Background: an optimization exercise with open tools, aiming at small area, a short achievable clock period and few clock cycles. Do not read the settings as production practice. At most, simulation tests tie the RTL to the original design; equivalence was not proved. For runs 2 and 3, only the layout was checked, not whether the RTL still works.

==> flow/design.v, too long to show whole: its modules and the start of the top module <==
// module lz4crc: 811 lines
module lz4crc (
    input  wire        clk,
    input  wire        rst,             
    input  wire        cmd_valid,
    output wire        cmd_ready,
    input  wire [7:0]  cmd_op,
    input  wire [31:0] cmd_src,
    input  wire [31:0] cmd_len,
    input  wire [31:0] cmd_dst,
    input  wire [31:0] cmd_cap,
    output reg         done,
    output reg  [7:0]  status,
    output reg  [31:0] result,
    output wire        mem_req,
    output wire        mem_we,
    output wire [29:0] mem_addr,
    output wire [3:0]  mem_wstrb,
    output wire [31:0] mem_wdata,
    input  wire        mem_gnt,
    input  wire        mem_rvalid,
    input  wire [31:0] mem_rdata
);
  // ...
==> flow/run.sh <==
#!/bin/bash
# synth_recipe.tcl (not shown) runs the flow's synth.tcl, then flattens the netlist and writes it again
# the make line also repeats each setting of config.mk as NAME=value (left out here)
make -C /OpenROAD-flow-scripts/flow DESIGN_CONFIG=/design/flow/config.mk WORK_HOME=/design/flow/orfs CLKGATE_MAP_FILE= SYNTH_SCRIPT=/design/flow/synth_recipe.tcl finish
==> flow/config.mk <==
export PLATFORM = sky130hd
export DESIGN_NAME = lz4crc
export DESIGN_NICKNAME = lz4crc
export VERILOG_FILES = /design/flow/design.v
export SDC_FILE = /design/flow/constraint.sdc
export NUM_CORES = 4
export LEC_CHECK = 0
export CAP_MARGIN = 20
export CORE_MARGIN = 2
export CORE_UTILIZATION = 40
export SETUP_SLACK_MARGIN = 2.0
export SLEW_MARGIN = 20
==> flow/constraint.sdc <==
create_clock -name core_clock -period 8.0 [get_ports {clk}]
set_input_delay 1.6000 -clock core_clock [delete_from_list [all_inputs] [get_ports {clk}]]
set_output_delay 1.6000 -clock core_clock [all_outputs]
set_load 0.01 [all_outputs]
==> impl_results.md, run 1 <==
- Outcome: complete, no violations
- Most frequent cells in the layout: 547 x nand2_1, 409 x o21ai_0, 366 x xnor2_1
- Count leader, synth: nand2_1
- DR iter-0 viols: 4874
- Final core occ: 0.4740
- Largest Register: acc
- GR met1 Demand/Resource: 0.4308
- Share of layout cells above drive strength 1: 0.1106
- Total GRT Usage: 0.3178
- Maximum clock rate: 0.1623 GHz
- Register share of the cell area: 0.2412
- Worst path depth: 26
- Grt met2 use: 0.4877
- Total gr overflow: 0
- Hold Fails Final Rpt: 0
- Max-cap viol count: 0
- Mapped Avg Cell Area: 8.552 µm²
- FF-to-FF End: ahi$_DFFE_PN_
- FF/Latch Area: 12040 µm²
- Hold Buf Count CTS: 0
- Largest net degree at the start of global routing: 82
- Top area cells in the synthesized netlist: edfxtp_1 26%, ha_1 8.7%, xnor2_1 7.6%, o21ai_0 5.1%, nand2_1 4.9%
- Die H: 329.7 µm
- Cell family with most CP delay: simple AND/OR/NAND/NOR gates
- Fraction of area in multi-input gates: 0.5805
- Sequential cells: 419
- Top layer reached by signal wires: met5
- Xor-xnor portion of the synthesized cell area: 0.1115
- Root Driver: clkbuf_16
- Initial Util: 0.4030
- Met3 wire length: 17.74 mm
- Register area share after synthesis: 0.2836
- Post-Layout Cell Count: 6661
- Synthesis Warnings: 1
- DR DRC count: 0
Testbench counts, summed over its fixed seeds: cycles 72,177.
==> inputs of run 2 (changes only) <==
--- a/flow/design.v
+++ b/flow/design.v
@@ -33,28 +33,31 @@
                      S_CRC   = 4'd2,
                      S_TOK   = 4'd3,     
                      S_LEXT  = 4'd4,     
                      S_LCHK  = 4'd5,     
                      S_LIT   = 4'd6,     
                      S_MEXT  = 4'd7,     
                      S_MCHK  = 4'd8,     
                      S_MCOPY = 4'd9,     
-                     S_CHK2  = 4'd10;    
+                     S_CHK2  = 4'd10,    
+                     S_DONE  = 4'd12;    
     reg [3:0]  state;
     reg [1:0]  kind;
     reg [31:0] sa;              
     reg [31:0] s_left;          
     reg [31:0] wp;              
     reg [31:0] c_left;          
     reg [31:0] opos;            
     reg [32:0] acc;             
     reg [3:0]  mnib;
     reg [15:0] offset;
     reg        se32, de32;      
+    reg [4:1]  hav;             
+    reg [2:0]  fcode;           
     reg [29:0] rq;              
     reg [1:0]  pos;             
     reg [1:0]  nval;            
     reg [1:0]  outs;            
     reg [2:0]  disc;            
     reg [31:0] w0, w1, w2;
     reg        msrc;            
     reg        per;             
@@ -237,17 +240,25 @@
         input [2:0] n;
         case (p)
             2'd0: fits3 = (n <= 3'd3);
             2'd1: fits3 = (n <= 3'd2);
             2'd2: fits3 = (n <= 3'd1);
             default: fits3 = (n == 3'd0);
         endcase
     endfunction
-    wire       have_ok = nval[1] || (nval[0] && fits4(pos, nneed));
+    wire       have_ok = (nneed == 3'd1) ? hav[1] : (nneed == 3'd2) ? hav[2] :
+                         (nneed == 3'd3) ? hav[3] : (nneed == 3'd4) ? hav[4] : 1'b1;
+    function [4:1] hav_f;
+        input [1:0] nv;
+        input [1:0] p;
+        integer k;
+        for (k = 1; k <= 4; k = k + 1)
+            hav_f[k] = ({nv, 2'b00} >= {2'b00, p} + k);
+    endfunction
     wire wr_rdy  = st_copy && acc_nz && have_ok;
     wire hdr_rdy = (st_hdr1 || (state == S_CRC) || (st_off && !s_one)) && s_nz && have_ok;
     function gt_thr;
         input [3:0] v;
         input [1:0] nv;
         input [1:0] no;
         input [1:0] p;
         input [1:0] e;
@@ -519,17 +530,18 @@
     always @(*) begin
         case (state)
             S_LIT:   lim_ok = a_more;       
             S_MEXT:  lim_ok = h_more;
             S_MCHK:  lim_ok = 1'b0;
             default: lim_ok = 1'b1;
         endcase
     end
-    wire       rd_act = (state != S_IDLE) && (state != S_CHECK) && (state != S_CHK2);
+    wire       rd_act = (state != S_IDLE) && (state != S_CHECK) && (state != S_CHK2) &&
+                         (state != S_DONE);
     wire       pf_ok  = s_nz && (shi || gt_thr(s_left[3:0], sf, 2'd0, spos, 2'd0));
     wire       rd_ok  = msrc ? (per ? (mw != 2'd0) : pf ? pf_ok : ((dh != 4'd0) && a_more)) : (s_more && lim_ok);
     wire       w_full3 = (nval == 2'd3) ? (outs == 2'd0) : (nval == 2'd2) ? (outs == 2'd1) :
                          (nval == 2'd1) ? (outs == 2'd2) : (outs == 2'd3);
     wire       h_shift = hdr_rdy && !fits3(pos, nhdr);
     wire       rd_rdy = rd_act && !wr_rdy && (w_room || (w_full3 && h_shift)) && !disc[2] && rd_ok;
     assign mem_req   = wr_rdy || rd_rdy;
     assign mem_we    = wr_rdy;
@@ -545,39 +557,36 @@
     wire wr_go = wr_rdy && mem_gnt;
     wire rd_go = rd_rdy && mem_gnt;
     wire       cons   = hdr_rdy || (wr_go && !use_per);
     wire [2:0] ncons  = nhdr_c;
     wire [2:0] posn   = {1'b0, pos} + ncons;
     wire       xdrop  = (state == S_MCOPY) && !acc_nz && pf && (pos != 2'd0);
     wire       shift  = (cons && !fits3(pos, ncons)) || xdrop;
     wire       load   = mem_rvalid && (disc == 3'd0);
-    wire       fwd    = wr_go && msrc && !per && !pf && (dh == 4'd0) && (wl == 2'd0) &&
-                        (ncopy == 3'd4) && (outs == 2'd0) && a_more && (nv_s != 2'd3);
-    wire       wld    = load || fwd;
-    wire [31:0] wdat  = fwd ? xw : mem_rdata;
     wire       drop   = mem_rvalid && (disc != 3'd0);
     wire [1:0] nv_s   = nval - {1'b0, shift};
+    wire [1:0] nval_g = nv_s + {1'b0, load};
+    wire [1:0] pos_g  = cons ? posn[1:0] : pos;
     wire [1:0] outs_n = outs + {1'b0, rd_go} - {1'b0, load};
     wire [2:0] disc_d = disc - {2'b0, drop};
     wire [2:0] disc_n = disc_d + {1'b0, outs_n};
     wire [7:0] hb = y[7:0];    
     wire        chk      = (state == S_CHECK);
     wire        mchk     = (state == S_MCHK);
     wire [15:0] offv     = st_off ? y[15:0] : offset;
     wire        mchk2    = mchk || st_off;
     wire [31:0] sas_a    = mchk2 ? wp : sa;
     wire [31:0] sas_b    = mchk2 ? {16'd0, offv} : s_left;
     wire [32:0] sas      = chk ? ({1'b0, sas_a} + {1'b0, sas_b}) : ({1'b0, sas_a} - {1'b0, sas_b});
     wire        st_tok   = (state == S_TOK);
     wire [31:0] lopnd    = st_tok ? {28'd0, hb[7:4]} : st_off ? {27'd0, {1'b0, mnib} + 5'd4} : acc[31:0];
     wire [32:0] opa      = {1'b0, opos} + {1'b0, lopnd};            
     wire [32:0] cla      = {1'b0, c_left} - {1'b0, lopnd};
-    wire        tok_gt_s = !shi && (s_left[3:0] <= hb[7:4]);
-    wire        tok_gt_c = (c_left[31:4] == 28'd0) && (c_left[3:0] < hb[7:4]);
+    wire        tok_fast = shi && (c_left[31:4] != 28'd0);
     wire        acc_gt_c = acc[32] || cla[32];
     wire        acc_gt_s = acc[32] || (acc[31:0] > s_left);
     wire [31:0] sln      = s_left - {29'd0, nhdr_c};
     wire        src_wrap = se32 && (sa != 32'd0);
     wire        dst_wrap = de32 && (opos != 32'd0);
     wire        overlap  = (s_left != 32'd0) && (c_left != 32'd0) &&
                            ({1'b0, rq, pos} < {de32, opos}) && ({1'b0, wp} < {se32, sa});
     wire [32:0] acc_sum  = {1'b0, acc[31:0]} + (st_copy ? {30'h3FFFFFFF, ~ncopy + 3'd1} : {25'd0, hb});
@@ -590,49 +599,51 @@
     wire [31:0] crc_nx   = crc_f32(crc_in) ^ (crc_tail ? {8'd0, c_left[31:8]} : 32'd0);
     always @(posedge clk) begin
         if (rst) begin
             state  <= S_IDLE;
             done   <= 1'b0;
             status <= 8'h00;
             result <= 32'd0;
             nval   <= 2'd0;
+            hav    <= 4'd0;
             outs   <= 2'd0;
             disc   <= 3'd0;
             msrc   <= 1'b0;
             per    <= 1'b0;
             pf     <= 1'b0;
         end else begin
             done <= 1'b0;
-            if (cons) pos <= posn[1:0];
+            pos  <= pos_g;
+            hav  <= hav_f(nval_g, pos_g);
             if (shift) begin
                 w0 <= w1;
                 w1 <= w2;
             end
-            if (wld) begin
-                if ((nval == 2'd0) || (nval == 2'd1 && shift)) w0 <= wdat;
-                if ((nval == 2'd1 && !shift) || (nval == 2'd2 && shift)) w1 <= wdat;
-                if ((nval == 2'd2 && !shift) || (nval == 2'd3 && shift)) w2 <= wdat;
+            if (load) begin
+                if ((nval == 2'd0) || (nval == 2'd1 && shift)) w0 <= mem_rdata;
+                if ((nval == 2'd1 && !shift) || (nval == 2'd2 && shift)) w1 <= mem_rdata;
+                if ((nval == 2'd2 && !shift) || (nval == 2'd3 && shift)) w2 <= mem_rdata;
             end
-            nval <= nv_s + {1'b0, wld};
+            nval <= nval_g;
             outs <= outs_n;
             disc <= disc_d;
-            if (rd_go || fwd) rq <= addr_inc;
+            if (rd_go) rq <= addr_inc;
             if (rd_go && pf) sf <= sf + 2'd1;
             if (rd_go && msrc) begin
                 mw <= mw - 2'd1;
                 dh <= dh - 4'd1;
             end
             if (wr_go) begin
                 wp  <= {wp_c ? addr_inc : wp[31:2], wl_n[1:0]};
                 acc  <= acc_sum;
                 az   <= acc_lo8 && (acc[2:0] <= room);
                 alt4 <= acc_lo8 && !acc_d3[2];
                 ahi  <= (acc[32:5] != 28'd0) || (acc[4] && (acc[3:0] >= {1'b0, ncopy}));
-                if (({1'b0, wl} + ncopy) == 3'd4 && dh != 4'd15 && !fwd) dh <= dh + 4'd1;
+                if (({1'b0, wl} + ncopy) == 3'd4 && dh != 4'd15) dh <= dh + 4'd1;
                 if (use_per)
                     case (off3)
                         3'd1: ph <= 2'd0;
                         3'd2: ph <= {1'b0, ph[0] ^ ncopy[0]};
                         3'd3: ph <= (({1'b0, ph} + ncopy) >= 3'd6) ? ({1'b0, ph} + ncopy - 3'd6) :
                                     (({1'b0, ph} + ncopy) >= 3'd3) ? ({1'b0, ph} + ncopy - 3'd3) :
                                     ({1'b0, ph} + ncopy);
                         default: ph <= ph + ncopy[1:0];
@@ -656,20 +667,22 @@
                 S_CHECK: begin
                     sa     <= sas[31:0];
                     se32   <= sas[32];
                     opos   <= opa[31:0];
                     de32   <= opa[32];
                     c_left <= acc[31:0];
                     rq     <= sa[31:2];
                     pos    <= sa[1:0];
+                    hav    <= hav_f(nval_g, sa[1:0]);
                     state  <= S_CHK2;
                 end
                 S_CHK2: begin
                     nval   <= 2'd0;
+            hav    <= 4'd0;
                     msrc   <= 1'b0;
                     per    <= 1'b0;
                     opos   <= 32'd0;
                     if (kind == K_CRC) c_left <= 32'hFFFFFFFF;
                     case (kind)
                         K_CRC: begin
                             if (src_wrap) finish(ST_BAD_RANGE, 32'd0);
                             else          state <= S_CRC;
@@ -687,33 +700,35 @@
                     else if (hdr_rdy) c_left <= crc_nx;
                 end
                 S_TOK: begin
                     if (!s_nz) finish(ST_SRC_OVERRUN, 32'd0);
                     else if (hdr_rdy) begin
                         mnib  <= hb[3:0];
                         set_acc({29'd0, hb[7:4]});
                         if (hb[7:4] == 4'hF) state <= S_LEXT;
+                        else if (!tok_fast)  state <= S_LCHK;
                         else begin
                             c_left <= cla[31:0];
                             opos   <= opa[31:0];
-                            if (tok_gt_s)      finish(ST_SRC_OVERRUN, 32'd0);
-                            else if (tok_gt_c) finish(ST_DST_OVERRUN, 32'd0);
-                            else               state <= S_LIT;
+                            state  <= S_LIT;
                         end
                     end
                 end
                 S_LEXT, S_MEXT: begin
                     if (!s_nz) finish(ST_SRC_OVERRUN, 32'd0);
                     else if (hdr_rdy) begin
-                        set_acc({acc[32] | acc_sum[32], acc_sum[31:0]});
+                        acc <= {acc[32] | acc_sum[32], acc_sum[31:0]};    
                         if (hb != 8'hFF) state <= (state == S_LEXT) ? S_LCHK : S_MCHK;
                     end
                 end
                 S_LCHK: begin
+                    az   <= (acc == 33'd0);
+                    alt4 <= (acc[32:2] == 31'd0);
+                    ahi  <= (acc[32:4] != 29'd0);
                     c_left <= cla[31:0];
                     opos   <= opa[31:0];
                     if (acc_gt_s)      finish(ST_SRC_OVERRUN, 32'd0);
                     else if (acc_gt_c) finish(ST_DST_OVERRUN, 32'd0);
                     else               state <= S_LIT;
                 end
                 S_LIT: begin
                     if (!acc_nz) begin
@@ -722,50 +737,78 @@
                         else if (hdr_rdy) begin
                             offset <= y[15:0];
                             set_acc({29'd0, mnib} + 33'd4);
                             if (mnib == 4'hF) state <= S_MEXT;
                             else              match_start;
                         end
                     end
                 end
-                S_MCHK: match_start;
+                S_MCHK: begin
+                    az   <= 1'b0;                    
+                    alt4 <= 1'b0;
+                    ahi  <= (acc[32:4] != 29'd0);
+                    match_start;
+                end
                 S_MCOPY: begin
                     if (!acc_nz && pf) begin
                         pos   <= spos;
+                        hav   <= hav_f(nval_g, spos);
                         msrc  <= 1'b0;
                         pf    <= 1'b0;
                         state <= S_TOK;
                     end else if (acc_nz && !per && !pf && !a_more) begin
                         pf   <= 1'b1;
                         rq   <= sas[31:2];
                         spos <= sas[1:0];
                         sf   <= 2'd0;
                     end else if (!acc_nz) begin
                         rq   <= sas[31:2];
                         pos  <= sas[1:0];    
                         nval <= 2'd0;
+                        hav  <= 4'd0;
                         outs <= 2'd0;
                         disc <= disc_n;
                         msrc <= 1'b0;
                         per  <= 1'b0;
                         state <= S_TOK;
                     end
                 end
+                S_DONE: begin
+                    case (fcode)
+                        3'd0: status <= ST_OK;
+                        3'd1: status <= ST_SRC_OVERRUN;
+                        3'd2: status <= ST_DST_OVERRUN;
+                        3'd3: status <= ST_BAD_OFFSET;
+                        3'd4: status <= ST_ILLEGAL_OP;
+                        3'd5: status <= ST_BAD_RANGE;
+                        default: status <= ST_UNAVAILABLE;
+                    endcase
+                    result <= (fcode != 3'd0) ? 32'd0 : (kind == K_CRC) ? ~c_left : opos;
+                    done   <= 1'b1;
+                    state  <= S_IDLE;
+                    nval   <= 2'd0;
+                    hav    <= 4'd0;
+                    outs   <= 2'd0;
+                    disc   <= disc_n;
+                    msrc   <= 1'b0;
+                    per    <= 1'b0;
+                end
                 default: state <= S_IDLE;
             endcase
         end
     end
     task match_start;
         begin
                         c_left <= cla[31:0];
                         opos   <= opa[31:0];
                         rq   <= mstart[31:2];
                         pos  <= mstart[1:0];
                         nval <= 2'd0;
+                        hav  <= 4'd0;
                         outs <= 2'd0;
                         disc <= disc_n;
                         msrc <= 1'b1;
                         pf   <= 1'b0;
                         per  <= (offv[15:3] == 13'd0) && (offv[2:0] <= 3'd4);
                         ph   <= 2'd0;
                         mw   <= (({1'b0, ms_lo} + offv[2:0] - 3'd1) >= 3'd4) ? 2'd2 : 2'd1;
                         dh   <= (offv[15:6] != 10'd0 || dh0[4]) ? 4'd15 : dh0[3:0];
@@ -790,22 +833,23 @@
             snz    <= (v != 32'd0);
             sone   <= (v == 32'd1);
             sge4   <= (v[31:2] != 30'd0);
             shi    <= (v[31:4] != 28'd0);
         end
     endtask
     task finish;
         input [7:0]  code;
-        input [31:0] value;
+        input [31:0] value;     
         begin
-            status <= code;
-            result <= value;
-            done   <= 1'b1;
-            state  <= S_IDLE;
-            nval   <= 2'd0;
-            outs   <= 2'd0;
-            disc   <= disc_n;
-            msrc   <= 1'b0;
-            per    <= 1'b0;
+            state <= S_DONE;
+            case (code)
+                ST_OK:          fcode <= 3'd0;
+                ST_SRC_OVERRUN: fcode <= 3'd1;
+                ST_DST_OVERRUN: fcode <= 3'd2;
+                ST_BAD_OFFSET:  fcode <= 3'd3;
+                ST_ILLEGAL_OP:  fcode <= 3'd4;
+                ST_BAD_RANGE:   fcode <= 3'd5;
+                default:        fcode <= 3'd6;
+            endcase
         end
     endtask
 endmodule
==> impl_results.md, run 2 <==
- Reg2Reg Setup Slack: 2.08 ns
- Top area cells in the synthesized netlist: edfxtp_1 26%, ha_1 8.7%, xnor2_1 8.0%, nand2_1 5.5%, a21oi_1 5.1%
- Max Slew Vio Count: 0
- Synth Instances: 5049
- # fillers: 10180
- Routed via count: 42420
- Vias in the first global route: 39200
- Post-synthesis cell type with the largest combined area: edfxtp_1
- Fin crit share: 0.7423
- WL/cell: 28.11 µm
- Routability cong.: 1.001
- Area growth syn-to-layout: 17.80%
- Crit path kind: reg2out
- Yosys top cell area share: 0.2630
- Mapped Avg Cell Area: 8.300 µm² (-2.9%)
- Die H: 327.7 µm (-0.61%)
- TritonRoute pass-1 iters: 6
- Final core occ: 0.4763 (+0.002339)
- Largest net degree at the start of global routing: 145 (+77%)
- Initial Util: 0.4043 (+0.001289)
- Top cell by count, worst path: ha_4
- Share of layout cells above drive strength 1: 0.09289 (-0.01775)
- Crit-path max FO: 29
- Hold Buf Count CTS: 0 (unchanged)
- Synthesis Warnings: 1 (unchanged)
- Ys async rst share: 0
- Final setup TNS: 0 ns
- Post-synth EDFFs: 367
- Least-Margin Pin Slew: 1.188 ns
- Mapped cell area: 41910 µm²
- CP max stage delay: 0.47 ns
- Root Driver: clkbuf_16
- Worst-Skew Late Latency: 0.69 ns
- DR DRC count: 0 (unchanged)
- Die X: 327.7 µm
- Hold Fails Final Rpt: 0 (unchanged)
- Slew headroom: 0.2016
- Antenna violations before repair: 3
- Die ar.: 107400 µm²
- Crit path DAT: 4.34 ns
- Largest Register: acc
- Most common cell after layout, fill and taps aside: nand2_1
- Hold EP: status[4]$_SDFFE_PP0P_
- CP endpoint kind: output pin
- Top cells by count, synth: 610 x nand2_1, 423 x a21oi_1, 412 x nor2_1, 394 x o21ai_0, 385 x xnor2_1
- Top_reg_cell synth: edfxtp_1
- Max-cap viol count: 0 (unchanged)
- Yosys reg bits: 422
- Port Buffers: 278
- Total GRT Usage: 0.3387 (+0.02090)
- Slowest cell on the critical path: nor4_1
- Clk sinks: 422
- Max reg flops: 33
- Worst Setup SP: wp[1]$_DFFE_PN_
- Min-Delay Path Class: reg2reg
- Number of setup violations in the final report: 0
- FF/Latch Area: 12130 µm² (+0.76%)
- CTS tree: yes
- Unrepaired setup endpoints after global routing: true
- Drt via density: 6.292
- Nets: 5791
- Most frequent cells in the layout: 601 x nand2_1, 409 x a21oi_1, 405 x nor2_1
- H-tree depth: 2
- Hold Path Cell Cnt: 2
- Maximum clock rate: 0.1684 GHz (+3.7%)
- CTS max path bufs: 3
- Cts bufs inserted: 53
- Startpoint types: flip-flop
- Hold_sp: status[4]$_SDFFE_PP0P_
- Register area share after synthesis: 0.2893 (+0.005672)
- Global-route wire length before repair: 270.3 mm
- Outcome: complete, no violations
- RR Startpoint: wp[1]$_DFFE_PN_
- Synth unique cells: 107
- DR iter-0 viols: 5282 (+8.4%)
- Post-Route WL: 189.5 mm
- Count leader, synth: nand2_1
- Fin crit period: 5.938 ns
- Post-route ant nets: 0
- Total gr overflow: 0 (unchanged)
- Final HPWL from detailed placement: 144.4 mm
- Worst Reg2Reg Path Length in Cells: 32
- Top Ports: 283
- Core area: 103600 µm²
- WP data required: 6.40 ns
- Multi-input combinational cell area: 28390 µm²
- # rows: 118
- Critical-path cell list: buf_6, clkinvlp_4, ha_4, inv_1, ha_4, nor3b_4, nor4_1, o21ai_0, a21oi_2, o21ba_4, o21ai_4, buf_12, bufbuf_16, a221oi_4, dlygate4sd2_1
- Worst-path clk slew: 0.07 ns
- FF-to-FF End: acc[2]$_DFFE_PN_
- Worst clock skew: 0.02739 ns
[run 2: cell types whose count changed after synthesis, moves of 23 or more]
cell | before | now
mux2_2 | 72 | 10
nand2_1 | 550 | 610
nor2_1 | 372 | 412
a22oi_1 | 20 | 46
a22o_1 | 38 | 5
mux2i_1 | 195 | 134
a21oi_1 | 366 | 423
a31oi_1 | 50 | 75
buf_2 | 55 | 32
nand3_1 | 111 | 145
o21ai_0 | 429 | 394
[run 2: area by class of cell]
class	count	share of cell area
Clock buffer	71	0.02968
Tap cell	1380	0.03498
Timing Repair inverter	1	0.0001014
Clock inverter	26	0.005905
Sequential cell	422	0.2456
Timing Repair Buffer	473	0.08929
Multi-Input combinational cell	4127	0.5752
Antenna cell	1	0.00005069
Inverter	241	0.01919
[run 2: routing by layer]
layer | share of wire | track usage | wire length [µm] | up-vias
li1 | - | - | - | 19020
met1 | 0.41 | 0.4620 | 77620 | 20370
met2 | 0.44 | 0.5283 | 83050 | 2555
met3 | 0.10 | 0.05870 | 19180 | 470
met4 | 0.051 | 0.1426 | 9625 | 2
met5 | 0.000079 | 0 | 15 | -
[run 2: timing repair]
| action | in CTS | in global routing |
|---|---|---|
| gates cloned | 3 | 3 |
| buffers inserted | 45 | 52 |
| pin swaps | 7 | 13 |
| endpoints found under the hold margin | 0 | 0 |
| endpoints found under the setup margin | 122 | 110 |
| gates resized for setup | 115 | 75 |
[run 2: worst max path at each step]
stage | slack (ns) | end
CTS | 1.97 | mem_addr[4]
global route | 1.89 | acc[29]$_DFFE_PN_
finish | 2.06 | mem_wstrb[2]
detailed placement | 1.20 | se32$_DFFE_PP_
floorplan | 2.07 | acc[29]$_DFFE_PN_
global placement | 1.34 | acc[29]$_DFFE_PN_
[run 2: per-stage QoR]
stage	setup slack, ns	hold WS, ns	area (µm²)	instances
4_1_cts	1.971	0.4652	48640	6686
6_report	2.062	0.4657	49370	6742
3_3_place_gp	1.342	0.4476	46130	6541
2_1_floorplan	2.074	0.4762	41940	5052
3_5_place_dp	1.197	0.4575	46130	6541
5_1_grt	1.893	0.4900	49360	6741
[run 2: cell families (layout without fill, tap and decap cells)]
family | count (synthesis) | count (layout) | synth area share
AO/OA/AOI/OAI | 1435 | 1436 | 0.2135
XOR/XNOR | 537 | 537 | 0.1140
adder cells (fa/ha/maj) | 301 | 301 | 0.09118
buffers and inverters | 505 | 812 | 0.04977
flip-flops | 422 | 422 | 0.2893
multiplexers | 187 | 188 | 0.05739
other | 1 | 5 | 0.00008949
AND/OR/NAND/NOR | 1661 | 1661 | 0.1848
[run 2: worst max-delay path, delay by kind of cell, from the launching register on]
kind	cells	cell delay [ns]
buf+inv	6	1.11
simple gates	2	0.62
compound gates	5	1.01
flops	1	0.35
fa+ha+maj	2	0.52
==> inputs of run 3 (changes only) <==
--- a/flow/config.mk
+++ b/flow/config.mk
@@ -9,4 +9,4 @@
 export CORE_MARGIN = 2
 export CORE_UTILIZATION = 40
-export SETUP_SLACK_MARGIN = 2.0
+export SETUP_SLACK_MARGIN = 2.5
 export SLEW_MARGIN = 20
==> impl_results.md, run 3 <==
- Outcome: complete, no violations
- Routability cong.: 1.020 (+2.0%)
- Core area: 103600 µm² (unchanged)
- Nets: 5923 (+2.3%)
- Dpl cells: 6547 (+0.092%)
- Hold Buf Count CTS: 0 (unchanged)
- Post-synth EDFFs: 367 (unchanged)
- CP endpoint kind: output pin
- TritonRoute pass-1 iters: 8 (+2)
- CP max stage delay: 0.42 ns (-0.05 ns)
- Cell family with most CP delay: simple AND/OR/NAND/NOR gates
- Crit path kind: reg2out
- Die H: 327.7 µm (unchanged)
- Top_reg_cell synth: edfxtp_1
- Most frequent cells in the layout: 553 x nand2_1, 399 x nor2_1, 393 x a21oi_1
- Crit-path max FO: 5 (-83%)
- Largest net degree at the start of global routing: 77 (-47%)
- Least-Margin Pin Slew: 1.116 ns (-0.07152 ns)
- Final HPWL from detailed placement: 145.1 mm (+0.45%)
- Worst Reg2Reg Path Length in Cells: 30 (-6.3%)
- Reg2Reg Setup Slack: 2.43 ns (+0.35 ns)
- Fin crit period: 5.710 ns (-0.2286 ns)
- Count leader, synth: nand2_1
- FF-to-FF End: acc[13]$_DFFE_PN_
- Fin crit share: 0.7137 (-0.02857)
- Initial Util: 0.4043 (unchanged)
- Share of layout cells above drive strength 1: 0.1510 (+0.05813)
- H-tree depth: 2 (unchanged)
- Crit path DAT: 4.11 ns (-0.23 ns)
- Startpoint types: flip-flop
- Synth unique cells: 107 (unchanged)
- Slew headroom: 0.2532 (+0.05153)
- Max-cap viol count: 0 (unchanged)
- Register area share after synthesis: 0.2893 (unchanged)
- Unrepaired setup endpoints after global routing: true
- Hold Path Cell Cnt: 2 (unchanged)
- Die ar.: 107400 µm² (unchanged)
- Top cells by count, synth: 610 x nand2_1, 423 x a21oi_1, 412 x nor2_1, 394 x o21ai_0, 385 x xnor2_1
- Ant diodes: 0 (-1)
- Yosys reg bits: 422 (unchanged)
- Worst clock skew: 0.02697 ns (-0.0004218 ns)
- DR DRC count: 0 (unchanged)
- Port Buffers: 278 (unchanged)
- Total GRT Usage: 0.3461 (+0.007402)
- Drt via density: 6.316 (+0.38%)
- Root Driver: clkbuf_16
- Hold EP: status[1]$_SDFFE_PP0P_
- # rows: 118 (unchanged)
- DR iter-0 viols: 5534 (+4.8%)
- Top Ports: 283 (unchanged)
- Synthesis Warnings: 1 (unchanged)
- Post-Layout Cell Count: 6876 (+2.0%)
- Vias in the first global route: 39900 (+1.8%)
- Max Slew Vio Count: 0 (unchanged)
- # fillers: 10010 (-1.7%)
- WP data required: 6.40 ns (about the same)
- Die X: 327.7 µm (unchanged)
- Synth Instances: 5049 (unchanged)
- CTS max path bufs: 3 (unchanged)
- Mapped cell area: 41910 µm² (unchanged)
- Most common cell after layout, fill and taps aside: nand2_1
- Hold_sp: status[1]$_SDFFE_PP0P_
- CP bufs+invs: 8 (+2)
- Cts bufs inserted: 53 (unchanged)
- Hold Fails Final Rpt: 0 (unchanged)
- Largest Register: acc
- Top area cells in the synthesized netlist: edfxtp_1 26%, ha_1 8.7%, xnor2_1 8.0%, nand2_1 5.5%, a21oi_1 5.1%
- Global-route wire length before repair: 275.7 mm (+2.0%)
- Routed via count: 43430 (+2.4%)
- Total gr overflow: 0 (unchanged)
- Number of setup violations in the final report: 0 (unchanged)
- WL/cell: 28.46 µm (+1.3%)
- Max reg flops: 33 (unchanged)
- Post-synthesis cell type with the largest combined area: edfxtp_1
- Yosys top cell area share: 0.2630 (unchanged)
- Area growth syn-to-layout: 23.65%
- Final setup TNS: 0 ns (unchanged)
- CTS tree: yes
- Post-Route WL: 195.7 mm (+3.3%)
- Critical-path cell list: buf_6, clkinvlp_4, ha_4, inv_4, ha_4, nor3b_4, nor4_4, o211a_1, or4_4, and3_4, o21ai_4, buf_12, buf_12, buf_16, mux2i_4, inv_2, buf_6
- Worst-path clk slew: 0.06 ns (about the same)
- Maximum clock rate: 0.1751 GHz (+4.0%)
- Mapped Avg Cell Area: 8.300 µm² (unchanged)
- Min-Delay Path Class: reg2reg
- Antenna violations before repair: 5 (+2)
- Post-route ant nets: 0 (unchanged)
- Design area: 51820 µm² (+5.0%)
- Worst-Skew Late Latency: 0.69 ns (about the same)
- Slowest cell on the critical path: or4_4
- RR Startpoint: wp[1]$_DFFE_PN_
- Ys async rst share: 0 (unchanged)
- Clk sinks: 422 (unchanged)
- Total placed instance area: 46200 µm² (+0.15%)
==> run 3: worst min-delay path: cells and delay by family, from the launching register on <==
kind            cells  cell delay [ns]
compound gates      1             0.05
flops               1             0.31
simple gates        1             0.05
==> run 3: per-layer routing <==
layer	vias up	wire (µm)	global-route usage
met5	-	47	0
met4	6	12190	0.1774
met3	618	20290	0.07289
met2	2627	84880	0.5330
met1	20870	78310	0.4576
li1	19300	-	-
==> run 3: kinds of logic after synthesis <==
| group | synth area share |
|---|---|
| buf+inv | 0.04977 |
| mux | 0.05739 |
| other cells | 0.00008949 |
| fa+ha+maj | 0.09118 |
| xor+xnor | 0.1140 |
| flops | 0.2893 |
| compound gates | 0.2135 |
| simple gates | 0.1848 |
==> run 3: layout make-up <==
cell class / instances / area [µm²] / share of cell area
clock buffers: 70 / 1504 / 0.02902
clock inverters: 30 / 256.5 / 0.004950
repair inverters: 3 / 61.31 / 0.001183
flip-flops and latches: 422 / 12130 / 0.2341
inverters: 241 / 960.9 / 0.01854
repair buffers: 604 / 5733 / 0.1106
multi-input cells: 4126 / 29440 / 0.5682
well taps: 1380 / 1727 / 0.03332
==> run 3: repair_timing <==
item,in CTS,in global routing
pin swaps,41,92
setup endpoints to repair,237,214
gates resized for setup,375,255
buffers inserted,122,96
gates cloned,5,5
==> run 3: worst max-delay path by stage <==
stage	slack (ns)	endpoint	cells past startpoint	startpoint
after global placement	1.20	se32$_DFFE_PP_	26	state[1]$_SDFFE_PP0P_
after global routing	2.20	mem_addr[4]	16	wp[1]$_DFFE_PN_
final	2.29	mem_addr[10]	17	wp[1]$_DFFE_PN_
after CTS	2.37	mem_addr[12]	16	wp[1]$_DFFE_PN_
after detailed placement	1.00	se32$_DFFE_PP_	26	state[1]$_SDFFE_PP0P_
after floorplan	2.50	hav[1]$_SDFF_PP0_	25	wp[0]$_DFFE_PN_
==> run 3: per-stage QoR <==
step / setup slack, ns / hold slack, ns / util
floorplan: 2.503 / 0.4762 / -
global placement: 1.196 / 0.4462 / 0.4455
detailed placement: 1.005 / 0.4549 / 0.4457
CTS: 2.374 / 0.4630 / 0.4810
global route: 2.199 / 0.4902 / 0.5000
finish: 2.290 / 0.4546 / 0.5000

[port drivers added, routing unchanged]
No port has a modelled driver above. Below, the same layouts with a new extraction and two added sets of constraints.
Step 1: set_driving_cell puts a clkbuf_16 on clk and a buf_2 on each other input, an assumption about the parent block.
Step 2, shift: input delay + t, output delay - t, t = (earliest + latest rising clock arrival at the registers) / 2. This alone moves slack from input paths to output paths.
Three values: no drivers, after step 1, after step 2; two values: the first two.
| run | t, ns | setup WS [ns] | clock arrival spread, ns |
|---|---|---|---|
| run 1 | 0.736 | 1.840 / 1.840 / 1.840 | 0.036 / 0.036 |
| run 2 | 0.745 | 2.062 / 1.990 / 2.082 | 0.028 / 0.028 |
| run 3 | 0.748 | 2.290 / 2.217 / 2.427 | 0.031 / 0.031 |
After both steps setup and hold are still met in every run listed.
